This design comes from an exercise in tuning for small area, a short achievable clock period and few clock cycles on the open sky130 flow, not from production work. At most, simulation tests tie the RTL to the original design; equivalence was not proved. Power and IR drop assume default switching activity.

== rev 12 ==
==> flow/design.v (excerpt) <==
module cvfp (
    input  wire        clk,
    input  wire        rst,
    input  wire        cmd_valid,
    output wire        cmd_ready,
    input  wire [3:0]  cmd_op,
    input  wire [15:0] cmd_a,
    input  wire [7:0]  cmd_b,
    input  wire        pv_valid,
    output wire        pv_ready,
    input  wire [7:0]  pv_data,
    output reg         rsp_valid,
    output reg  [2:0]  rsp_code,
    output reg  [15:0] rsp_data
);
Size: ~4,300 cells after synthesis, about 63,000 um2 of cells after synthesis.
Settings: LEC_CHECK=0, ABC_CLOCK_PERIOD_IN_PS=3000, CAP_MARGIN=20, CORE_MARGIN=2, CORE_UTILIZATION=60, PLACE_DENSITY=0.7, SLEW_MARGIN=20, TNS_END_PERCENT=100; clock period 10.0 ns.
standard.sh (not shown) runs the stock make flow with config.mk's settings and CLKGATE_MAP_FILE= SYNTH_SCRIPT=/design/flow/synth_recipe.tcl, a recipe that flattens the netlist after the stock synthesis.
==> flow/flow/run.sh <==
#!/bin/bash
set -euo pipefail
bash standard.sh SETUP_SLACK_MARGIN=${MARGIN:-6.8} \
  "BUFFER_PORTS_ARGS=-buffer_cell sky130_fd_sc_hd__buf_4" \
  "CTS_ARGS=-sink_clustering_enable -repair_clock_nets -dont_use_dummy_load -sink_clustering_size 16 -sink_clustering_max_diameter 50 -sink_clustering_buffer sky130_fd_sc_hd__clkbuf_8" \
  finish > standard.log 2>&1
Testbench counts of rev 12, summed over its fixed seeds: cycles 50,654.
### rev 12 -> rev 13
--- a/flow/design.v
+++ b/flow/design.v
@@ -64,13 +64,12 @@
     reg [15:0] r_a, s_a_q;
     reg [7:0]  r_b, s_b;
     reg        p_v;
     reg [7:0]  p_d;
     reg        pv_rdy;
     reg        r_early;          
-    reg        s_early;          
     reg [7:0]  tk_left;          
     reg        q_v;
     reg [2:0]  q_code;
     reg [15:0] q_data;
     reg        q_rd;
     reg [1:0]  q_kind;
@@ -290,16 +289,14 @@
                 endcase
             end
             if (do_clr || do_enc)
                 wp_low <= 1'b1;
             else if (wr_en && wp == F - 1)
                 wp_low <= 1'b0;
-            if (do_clr)
+            if (do_clr || do_enc)
                 cnt_full <= 1'b0;
-            else if (do_enc)
-                cnt_full <= (enc_p == 8'd252);
             else if (do_push && cnt == BUFSZ - 1)
                 cnt_full <= 1'b1;
             w_al <= w_al_n;
             if (do_clr)
                 wp <= 9'd0;
             else if (do_enc)
@@ -340,14 +337,14 @@
     wire p_v_n    = take || p_keep;
     wire wp_n_low = wr_en ? (wp < F - 1) : wp_low;
     wire tk_one   = (tk_left == 8'd1);
     wire cons_n   = do_enc || (enc_busy && (wp_n_low || w_al_n));    
     wire r_load   = ex || !r_v;
     wire c_p_ok   = (|cmd_a[15:8]) && !((&cmd_a[15:10]) && (|cmd_a[9:8]));     
-    wire early    = acc && (cmd_op == OP_ENC) && c_p_ok &&
-                    bytes_in && !p_v && !enc_busy && !sum_pend && !(r_v && r_op == OP_ENC);
+    wire early    = acc && !s_full && r_load && (cmd_op == OP_ENC) && c_p_ok &&
+                    bytes_in && !p_keep && !enc_busy && !sum_pend && !(do_enc && enc_p != 8'd0);
     wire last_tk  = take && tk_one;                              
     wire x_sumw   = (r_op == OP_SUM) && enc_busy;                
     wire w_al_n   = wr_en ? (wp_low ? (php_n == F) : w_al) : (php_n == wp);
     always @(posedge clk) begin
         if (rst) begin
             r_v     <= 1'b0;
@@ -395,15 +392,13 @@
         end
     end
     always @(posedge clk) begin
         if (!p_keep)
             p_d <= pv_data;
         if (r_load)
-            r_early <= s_full ? s_early : early;
-        else if (!s_full)
-            s_early <= early;
+            r_early <= early;
         if (r_load) begin
             if (s_full) begin
                 r_op <= s_op;
                 r_a  <= s_a_q;
                 r_b  <= s_b;
             end else begin
@@ -451,38 +446,33 @@
             K_SX:    q_res = {{8{rd_lo[7]}}, rd_lo};
             K_HW:    q_res = {rd_hi, rd_lo};
             default: q_res = {8'd0, rd_lo};
         endcase
     end
     wire f_empty  = (f_cnt == 0);
+    wire enc_ok   = !bw;                             
     wire sum_ok   = bytes_in && !p_v;                
-    wire q_ok     = q_out && (!q_enc || !bw) && (!q_sum || sum_ok);
-    wire f_ok     = (!f_enc[f_rd] || !bw || last_tk) && (!f_sum[f_rd] || sum_ok);
-    wire head_ok  = f_empty ? q_ok : f_ok;
+    wire head_ok  = f_empty ? (q_out && (!q_enc || enc_ok) && (!q_sum || sum_ok)) :
+                              ((!f_enc[f_rd] || enc_ok) && (!f_sum[f_rd] || sum_ok));
     wire head_sum = f_empty ? q_sum : f_sum[f_rd];
     wire sum_out  = head_ok && head_sum;
-    wire f_pop    = !f_empty && f_ok;
-    wire f_push   = q_out && !(f_empty && q_ok);
-    wire [QW:0] f_cnt_up = f_cnt + 1'b1;
-    wire [QW:0] f_cnt_dn = f_cnt - 1'b1;
+    wire f_pop    = !f_empty && head_ok;
+    wire f_push   = q_out && !(f_empty && head_ok);
     always @(posedge clk) begin
         if (rst) begin
             rsp_valid <= 1'b0;
             f_rd      <= 0;
             f_wr      <= 0;
             f_cnt     <= 0;
         end else begin
             rsp_valid <= head_ok;
             if (f_pop)
                 f_rd <= (f_rd == QN - 1) ? 0 : f_rd + 1'b1;
             if (f_push)
                 f_wr <= (f_wr == QN - 1) ? 0 : f_wr + 1'b1;
-            if (f_push && !f_pop)
-                f_cnt <= f_cnt_up;
-            else if (f_pop && !f_push)
-                f_cnt <= f_cnt_dn;
+            f_cnt <= f_cnt + f_push - f_pop;
         end
         if (head_sum) begin
             rsp_code <= R_OK;
             rsp_data <= {8'd0, ~s_a};
         end else if (f_empty) begin
             rsp_code <= q_code;
Notes after the runs:
Delta (rev 13 minus rev 12): total of clock buffers placed in the layout now sits lower; synthesized cell count has decreased; sequential cell area in the final layout about even; via count increased by 0.67% relative to the old numbers; cell area after layout comparable.
On critical path data required time: rev 13 sits below rev 12.
Relative to rev 12, power share of the clock group decreased by 0.3 points in rev 13.
Compared to rev 12, the router laid down more metal wire for rev 13.
Per the comparison of rev 13 with rev 12, count of flip-flops with a built-in enable after synthesis dropped 1; first-pass GRT wire length climbed 1.2%; cell-internal power barely changed.
The critical path's slowest cell comes out sky130_fd_sc_hd__or4b_4 in one run and sky130_fd_sc_hd__fa_1 in the other, namely in rev 13 and rev 12 respectively.
Function not checked in rev 13: the RTL went through the layout flow alone.

-- separate check: timing with driven ports --
The flow's constraints put no driver on any port. The routed layouts listed below were extracted and timed again, unchanged, in two steps. Step 1, drivers: a clkbuf_16 drives clk and a buf_2 each remaining input, both assumed. Step 2 also shifts input and output timing later by t, the mid clock arrival at the registers, as if the neighbouring blocks saw the same clock. Three values: no drivers, after step 1, after step 2; two values: the first two.
| run | t (ns) | setup WS [ns] | latest minus earliest clock arrival (ns) |
|---|---|---|---|
| rev 12 | 0.774 | 6.781 / 6.716 / 6.023 | 0.096 / 0.096 |
| rev 13 | 0.768 | 6.661 / 6.701 / 5.933 | 0.090 / 0.090 |
After both steps every run listed still meets setup and hold. The setup slack of rev 12, which loses most, moves by -0.065 ns with the drivers and by -0.758 ns with both steps.
